From an optimization exercise on the open Yosys and OpenROAD flow, aimed at small area, a short achievable clock period and few clock cycles; shortcuts taken in it are not production practice.
In this exercise RTL edits were held to simulation tests only and were not proved equivalent to the original.
Power and IR drop assume default switching activity.

==> flow/design.v (excerpt) <==
module ccpd_parser (
    input  wire        clk,
    input  wire        rst,
    input  wire        in_valid,
    output wire        in_ready,
    input  wire [31:0] in_data,
    input  wire [2:0]  in_nbytes,
    input  wire        in_last,
    output wire        hdr_valid,
    input  wire        hdr_ready,
    output reg  [4:0]  hdr_type,
    output reg  [2:0]  hdr_bank,
    output reg  [15:0] hdr_len,
    output reg  [2:0]  hdr_variant,
    output reg         hdr_listed,
    output wire        pl_valid,
    input  wire        pl_ready,
    output reg  [31:0] pl_data,
    output wire [2:0]  pl_nbytes,
    output wire        pl_last,
    output wire        done_valid,
    output wire        done_ok,
    output wire [31:0] done_pos,
    output wire [31:0] done_count
);
For scale: about 170 I/O pins, about 0.012 mm2 of cells after synthesis.
Settings: LEC_CHECK=0, CAP_MARGIN=20, CORE_MARGIN=2, CORE_UTILIZATION=40, PLACE_DENSITY=0.6, SETUP_SLACK_MARGIN=1.75, SLEW_MARGIN=20; clock period 5.0 ns.
standard.sh (not shown) runs the stock make flow with config.mk's settings and CLKGATE_MAP_FILE= SYNTH_SCRIPT=/design/flow/synth_recipe.tcl, a recipe that flattens the netlist after the stock synthesis.
==> flow/flow/run.sh <==
#!/bin/bash
# The standard layout (standard.sh: the ORFS flow with its synthesis),
# with one change: the buffers ORFS puts on the input and output ports are
# sky130_fd_sc_hd__buf_1 instead of the clkdlybuf4s50 delay cells it picks by
# default. Every port still gets its buffer.
set -euo pipefail
export BUFFER_PORTS_ARGS="-buffer_cell sky130_fd_sc_hd__buf_1"
bash standard.sh finish > standard.log 2>&1
The baseline completed without violations.
Testbench counts at the start, summed over its fixed seeds: cycles 21,282.
Edit:
--- a/flow/design.v
+++ b/flow/design.v
@@ -204,18 +204,15 @@
     wire [1:0]  b10  = hc ? ah[1:0] : d[1:0];
     wire        ok   = (cont && !d_big && (d[2:0] == n))
                     || (hc && h_exact)
                     || (d_zero && (n == 3'd0));
     wire [29:0] bc1      = bc + 30'd1;
     wire [31:0] count1   = count + 32'd1;
     wire [31:0] fpos_new = b4 ? {bc1, 2'b00} : {bc, b10};
-    wire        borrow = ({1'b0, hdr_len[1:0]} < {1'b0, k});
-    wire [1:0]  lo_k   = hdr_len[1:0] - k;
-    wire [14:0] hi_src = hc ? {1'b0, hdr_len[15:2]} : d[16:2];
-    wire [16:0] dn     = {hi_src - {14'd0, !hc || borrow}, hc ? lo_k : d[1:0]};
+    wire [16:0] dn = hc ? ({1'b0, hdr_len} - {15'd0, k}) : (d - 17'd4);
     wire        cn_neg  = !d_big && !d[2];
     wire        cn_zero = !d_big && d[2];
     wire        cn_big  = !d_neg && ((d[15:4] != 12'd0) || (d[3] && (d[2:0] != 3'd0)));
     wire [2:0]  cn_low  = {!d[2], d[1:0]};
     wire [1:0]  pk_nx   = comp ? 2'd0 : hc ? k : pk;
     wire        r_neg  = hc ? ah[5] : cn_neg;
     wire        r_zero = hc ? ah[4] : cn_zero;
@@ -278,40 +275,40 @@
             ps4 <= r_def ? onehot(r_psel) : onehot(2'd0 - (ib_last ? 2'd0 : pk_nx));
         else if (pend && pl_ready)
             ps4 <= onehot(2'd0 - pk);
         if (!rst && load)
             n <= n_in;
     end
     always @(posedge clk) begin
-        if (rst || done_valid) begin
-            fpos  <= 32'd0;
-            count <= 32'd0;
-        end else if (retire && comp) begin
-            fpos  <= fpos_new;
-            count <= count1;
-        end
-    end
-    always @(posedge clk) begin
         if (rst) begin
             ib_full <= 1'b0;
             hs      <= 1'b0;
             fin     <= 1'b0;
             fin_ok  <= 1'b0;
             bc      <= 30'd0;
+            fpos    <= 32'd0;
+            count   <= 32'd0;
         end else begin
             if (act && !retire && hdr_valid && hdr_ready) hs <= 1'b1;
-            if (done_valid)
+            if (done_valid) begin
                 fin   <= 1'b0;
+                fpos  <= 32'd0;
+                count <= 32'd0;
+            end
             if (retire) begin
                 hs   <= 1'b0;
                 prev <= ib_data[31:8];
                 if (c_def || h_def) begin
                     pend_n    <= c_def ? c_rem : h_cnt[1:0];
                     pend_last <= c_def ? c_end : h_end;
                 end
+                if (comp) begin
+                    fpos  <= fpos_new;
+                    count <= count1;
+                end
                 if (ib_last) begin
                     fin    <= 1'b1;
                     fin_ok <= ok;
                     bc     <= 30'd0;
                 end else begin
                     bc     <= bc1;
                 end
Outcome:
- area after synthesis grows by 2.5%
- first-iteration DRC count shrinks by about 6.5%
- utilization shrinks by 2.5 points
- hold slack got worse by 5.7 ps
- global-route usage shrinks by 0.13 points
- register-to-register slack improved by 160 ps
- via count grows by 0.81%
- non-clock buffer count shrinks by 32
Testbench counts after the change, summed over its fixed seeds: cycles 21,282.

* * *

Setup of S:
Another version of the RTL of ccpd_parser (not shown whole).
Size: ~1600 cells after synthesis, ~200 flip-flops, about 170 I/O pins, roughly 13000 um^2 of cells after synthesis.
Settings: LEC_CHECK=0, CAP_MARGIN=20, CORE_MARGIN=2, CORE_UTILIZATION=40, PLACE_DENSITY=0.6, SETUP_SLACK_MARGIN=1.5, SLEW_MARGIN=20; clock period 5.0 ns.
run.sh (not shown) runs the stock make flow with config.mk's settings and CLKGATE_MAP_FILE= SYNTH_SCRIPT=/design/flow/synth_recipe.tcl, a recipe that flattens the netlist after the stock synthesis.
Stock flow here: none of the scripts above is used.
Testbench counts of S, summed over its fixed seeds: cycles 21,282.
## Diff of input files: Q against S
--- a/flow/design.v
+++ b/flow/design.v
@@ -232,28 +232,29 @@
                 3'd4:    h = neg || zero;
                 3'd3:    h = neg;
                 3'd2:    h = neg && (low[1:0] != 2'b11);
                 3'd1:    h = neg && (low[1:0] == 2'b01);
                 default: h = 1'b0;
             endcase
             decide = {h, !neg && !zero && ((kp != 2'd0) || (nn != 3'd0)),
                       dir_tab({big, low, kp, nn})};
         end
     endfunction
-    wire [5:0] dec_ret = ib_last ? decide(1'b0, 1'b1, 1'b0, 3'd0, 2'd0, n_in)
-                                 : decide(r_neg, r_zero, r_big, r_low, pk_nx, n_in);
-    wire [5:0] dec_new = decide(d_neg, d_zero, d_big, d[2:0], pk, n_in);
+    wire        s_neg  = retire ? (!ib_last && r_neg) : d_neg;
+    wire        s_zero = retire ? (ib_last || r_zero) : d_zero;
+    wire        s_big  = retire ? (!ib_last && r_big) : d_big;
+    wire [2:0]  s_low  = retire ? (ib_last ? 3'd0 : r_low) : d[2:0];
+    wire [1:0]  s_pk   = retire ? (ib_last ? 2'd0 : pk_nx) : pk;
+    wire [5:0]  dec    = decide(s_neg, s_zero, s_big, s_low, s_pk, n_in);
     always @(posedge clk) begin
-        if (retire)
-            {hc, direct, dir_last, dir_n} <= dec_ret;
-        else if (!ib_full)
-            {hc, direct, dir_last, dir_n} <= dec_new;
+        if (retire || !ib_full)
+            {hc, direct, dir_last, dir_n} <= dec;
         if (rst || (retire && ib_last)) begin
             d      <= 17'd0;
             d_neg  <= 1'b0;
             d_zero <= 1'b1;
             d_big  <= 1'b0;
             pk     <= 2'd0;
             hs4    <= 4'b0001;
         end else if (retire) begin
             d      <= dn;
             d_neg  <= r_neg;
==> comparison <==
Summary of the comparison: final core utilization is lower in Q, relative to S. Comparing Q and S, the lower fraction of area in multi-input gates is on Q. Of Q and S, it is Q that has the lower number of global-route vias before repair. In the flow results for Q and S, the area growth from synthesis to layout is smaller on Q. Shortest period the worst path allows, Q and S, lower one = Q. In the reports for Q and S, the smaller global-route usage belongs to S. Compare Q and S | via count lower: Q. Summary of Q over S: average wire length per cell after detail routing moved up, slack of the worst reg-to-reg path moved up, number of library cell types mapped by synthesis moved up, worst setup slack moved up. Q vs S — design area dropped by a few percent.
Testbench counts of Q, summed over its fixed seeds: cycles 21,282.

* * *

ccpd_parser, a different RTL version from the one above (not shown whole).
For scale: roughly 210 flip-flops, about 170 I/O pins, roughly 12000 um^2 of cells after synthesis.
// ccpd_parser
module ccpd_parser (
    input  wire        clk,
    input  wire        rst,
    input  wire        in_valid,
    output wire        in_ready,
    input  wire [31:0] in_data,
    input  wire [2:0]  in_nbytes,
    input  wire        in_last,
    output wire        hdr_valid,
    input  wire        hdr_ready,
    output reg  [4:0]  hdr_type,
    output reg  [2:0]  hdr_bank,
    output reg  [15:0] hdr_len,
    output reg  [2:0]  hdr_variant,
    output reg         hdr_listed,
    output wire        pl_valid,
    input  wire        pl_ready,
    output reg  [31:0] pl_data,
    output wire [2:0]  pl_nbytes,
    output wire        pl_last,
    output wire        done_valid,
    output wire        done_ok,
    output wire [31:0] done_pos,
    output wire [31:0] done_count
);
    localparam [2:0] V_GENERIC = 3'd0,
                     V_TILES   = 3'd1,
                     V_SPRITES = 3'd2,
                     V_PALETTE = 3'd3,
                     V_MAP     = 3'd4,
                     V_FLAGS   = 3'd5,
                     V_CODE    = 3'd6;
    function [3:0] dir_tab;
        input [8:0] x;
        begin
            dir_tab[0] = ((x & 9'd11) == 9'd1) | ((x & 9'd15) == 9'd8) | ((x & 9'd61) == 9'd8) | ((x & 9'd441) == 9'd8) | ((x & 9'd57) == 9'd33) | ((x & 9'd362) == 9'd34) | ((x & 9'd316) == 9'd36) | ((x & 9'd364) == 9'd36) | ((x & 9'd91) == 9'd74) | ((x & 9'd378) == 9'd74) | ((x & 9'd153) == 9'd129) | ((x & 9'd281) == 9'd257) | ((x & 9'd283) == 9'd266);
  ...
make LEC_CHECK=0 CAP_MARGIN=20 CORE_MARGIN=2 CORE_UTILIZATION=40 PLACE_DENSITY=0.6 SETUP_SLACK_MARGIN=1.75 SLEW_MARGIN=20 finish   # period 5.0 ns
The baseline went through all stages and came out clean.
Testbench counts at the start, summed over its fixed seeds: cycles 21,282.
==> next run, changes <==
--- a/flow/design.v
+++ b/flow/design.v
@@ -72,22 +72,20 @@
     endfunction
     function [3:0] onehot;
         input [1:0] v;
         onehot = 4'b0001 << v;
     endfunction
     reg        ib_full;
     reg [31:0] ib_data;
     reg [2:0]  n;              
     reg        ib_last;
     reg [23:0] prev;
-    reg [3:0]  ibv;            
-    reg [3:0]  pvv;            
     reg [16:0] d;              
     reg        d_neg;          
     reg        d_zero;         
     reg        d_big;          
     reg [1:0]  pk;             
     reg [29:0] bc;             
     reg [31:0] fpos;           
     reg [31:0] count;          
     reg        hs;             
     reg        pend;           
@@ -121,21 +119,24 @@
         input [4:0] t;
         begin
             variant_of[3] = ((t >= 5'd1) && (t <= 5'd6)) || (t == 5'd9) || (t == 5'd10)
                          || ((t >= 5'd12) && (t <= 5'd19));
             variant_of[0] = (t == 5'd1) || (t == 5'd12) || (t == 5'd6);
             variant_of[1] = (t == 5'd2) || (t == 5'd12) || (t == 5'd5);
             variant_of[2] = (t == 5'd4) || (t == 5'd6)  || (t == 5'd5);
         end
     endfunction
     always @(*) begin
-        {hdr_listed, hdr_variant} = hs4[0] ? ibv : pvv;
+        {hdr_listed, hdr_variant} = ({4{hs4[0]}} & variant_of(b0[4:0]))
+                                  | ({4{hs4[3]}} & variant_of(p3[4:0]))
+                                  | ({4{hs4[2]}} & variant_of(p2[4:0]))
+                                  | ({4{hs4[1]}} & variant_of(p1[4:0]));
     end
     function [7:0] after_hdr;       
         input [15:0] ln;
         input [1:0]  kk;
         input [2:0]  nn;
         reg          lt8;
         begin
             lt8 = (ln[15:3] == 13'd0);
             after_hdr = {after_tab({kk, lt8, ln[2:0]}),
                          lt8 && fits_tab({kk, ln[2:0], nn}),
@@ -289,40 +290,36 @@
         end else begin
             if (act && !retire && hdr_valid && hdr_ready) hs <= 1'b1;
             if (done_valid) begin
                 fin   <= 1'b0;
                 fpos  <= 32'd0;
                 count <= 32'd0;
             end
             if (retire) begin
                 hs   <= 1'b0;
                 prev <= ib_data[31:8];
-                pvv  <= ({4{r_low[1:0] == 2'd1}} & variant_of(b1[4:0]))
-                      | ({4{r_low[1:0] == 2'd2}} & variant_of(b2[4:0]))
-                      | ({4{r_low[1:0] == 2'd3}} & variant_of(b3[4:0]));
                 if (c_def || h_def) begin
                     pend_n    <= c_def ? c_rem : h_cnt[1:0];
                     pend_last <= c_def ? c_end : h_end;
                 end
                 if (comp) begin
                     fpos  <= fpos_new;
                     count <= count1;
                 end
                 if (ib_last) begin
                     fin    <= 1'b1;
                     fin_ok <= ok;
                     bc     <= 30'd0;
                 end else begin
                     bc     <= bc1;
                 end
             end
             if (in_ready) begin
                 ib_full <= in_valid;
                 if (in_valid) begin
                     ib_data <= in_data;
-                    ibv     <= variant_of(in_data[4:0]);
                     ib_last <= in_last;
                 end
             end
         end
     end
 endmodule
Fmax fell by about 0.9%.
Count of clock-buffer cells in the layout fell by 16.
Die area fell by 2.0%.
Total power fell by about 12%.
Sequential power fell by about 4%.
Via count fell by 0.74%.
Synthesized cell count fell by 2.9%.
Non-clock buffer count fell by 6.
Testbench counts after the change, summed over its fixed seeds: cycles 21,282.

* * *

Another version of the RTL of ccpd_parser (not shown whole).
For scale: about 1,500 cells after synthesis, about 210 flip-flops, ~170 I/O pins, roughly 12,000 um^2 of cells after synthesis.
Settings: LEC_CHECK=0, CAP_MARGIN=20, CORE_MARGIN=2, CORE_UTILIZATION=40, PLACE_DENSITY=0.6, SETUP_SLACK_MARGIN=2.0, SLEW_MARGIN=20; clock period 5.0 ns.
standard.sh (not shown) runs the stock make flow with config.mk's settings and CLKGATE_MAP_FILE= SYNTH_SCRIPT=/design/flow/synth_recipe.tcl, a recipe that flattens the netlist after the stock synthesis.
Scripts as last shown in full above: flow/flow/run.sh
Testbench counts at the start, summed over its fixed seeds: cycles 21,282.
Rerun with:
--- a/flow/design.v
+++ b/flow/design.v
@@ -214,18 +214,17 @@
     wire        borrow = (hs4[3] && (hdr_len[1:0] == 2'd0))
                       || (hs4[2] && !hdr_len[1])
                       || (hs4[1] && (hdr_len[1:0] != 2'd3));
     wire [1:0]  lo_k   = ({2{hs4[0]}} & hdr_len[1:0])
                        | ({2{hs4[3]}} & {hdr_len[1] ^ !hdr_len[0], !hdr_len[0]})
                        | ({2{hs4[2]}} & {!hdr_len[1], hdr_len[0]})
                        | ({2{hs4[1]}} & {hdr_len[1] ^ hdr_len[0], !hdr_len[0]});
-    wire [14:0] len_hi = {1'b0, hdr_len[15:2]};
-    wire [14:0] len_m1 = len_hi - 15'd1;
-    wire [14:0] d_m1   = d[16:2] - 15'd1;
-    wire [16:0] dn     = hc ? {borrow ? len_m1 : len_hi, lo_k} : {d_m1, d[1:0]};
+    wire [14:0] hi_src = hc ? {1'b0, hdr_len[15:2]} : d[16:2];
+    wire [14:0] hi_dec = hi_src - 15'd1;
+    wire [16:0] dn     = {(!hc || borrow) ? hi_dec : hi_src, hc ? lo_k : d[1:0]};
     wire        cn_neg  = !d_big && !d[2];
     wire        cn_zero = !d_big && d[2];
     wire        cn_big  = !d_neg && ((d[15:4] != 12'd0) || (d[3] && (d[2:0] != 3'd0)));
     wire [2:0]  cn_low  = {!d[2], d[1:0]};
     wire [1:0]  pk_nx   = comp ? 2'd0 : hc ? k : pk;
     wire        r_neg  = hc ? ah[5] : cn_neg;
     wire        r_zero = hc ? ah[4] : cn_zero;
Result:
- The changed run went through all stages and came out clean
- register-to-register slack got worse by 0.09 ns
- sequential power stays flat
- worst setup slack gets worse by 0.11 ns
- cell count drops by 2.2%
- power rises by 3.7%
- first-iteration DRC count came out higher by 15%
- hold slack loses 0.021 ns
- global-route usage shrinks by 1.1 points
- routed wire length decreases by 4.4%
- final area goes down by 2.9%
- area after synthesis drops by 1.4%
- synthesized cell count drops by 0.94%
- die area shrinks by 1.4%
Testbench counts after the change, summed over its fixed seeds: cycles 21,282.

-- afterwards: timing with drivers on the ports --
Ports are ideal in the flow. The routed layouts listed here were re-timed in OpenROAD. Step 1 assumes that a clkbuf_16 drives the clock port and a buf_2 every other input. Step 2 moves the port delays by t, midway between the first and last clock arrival at a register: inputs arrive t later, outputs are due t later. That takes back most of the time a late clock gives input paths. a / b / c = ideal ports / drivers / drivers and shift; a / b = the first two.
| run | shift t [ns] | slack for setup (ns) | latest minus earliest clock arrival (ns) | worst register clock-pin slew, ns | worst slew at a driven data input, ns |
|---|---|---|---|---|---|
| the first run of note 1 | 0.502 | 1.666 / 1.666 / 1.337 | 0.017 / 0.018 | 0.09 / 0.09 | 0.05 |
| the second run of note 1 | 0.502 | 1.829 / 1.801 / 1.372 | 0.018 / 0.019 | 0.09 / 0.09 | 0.05 |
| S | 0.504 | 1.570 / 1.519 / 1.109 | 0.019 / 0.019 | 0.09 / 0.09 | 0.08 |
| Q | 0.497 | 1.613 / 1.561 / 1.162 | 0.013 / 0.013 | 0.08 / 0.08 | 0.04 |
| the first run of note 3 | 0.593 | 1.755 / 1.704 / 1.359 | 0.013 / 0.013 | 0.06 / 0.06 | 0.06 |
| the second run of note 3 | 0.502 | 1.727 / 1.673 / 1.391 | 0.016 / 0.017 | 0.09 / 0.09 | 0.05 |
| the first run of note 4 | 0.578 | 2.035 / 1.982 / 1.623 | 0.014 / 0.014 | 0.07 / 0.07 | 0.07 |
| the second run of note 4 | 0.593 | 1.927 / 1.875 / 1.508 | 0.014 / 0.014 | 0.07 / 0.07 | 0.05 |
After both steps setup and hold are still met in every run listed. For S, which loses most, drivers alone change the setup slack by -0.051 ns; drivers and shift together by -0.461 ns.
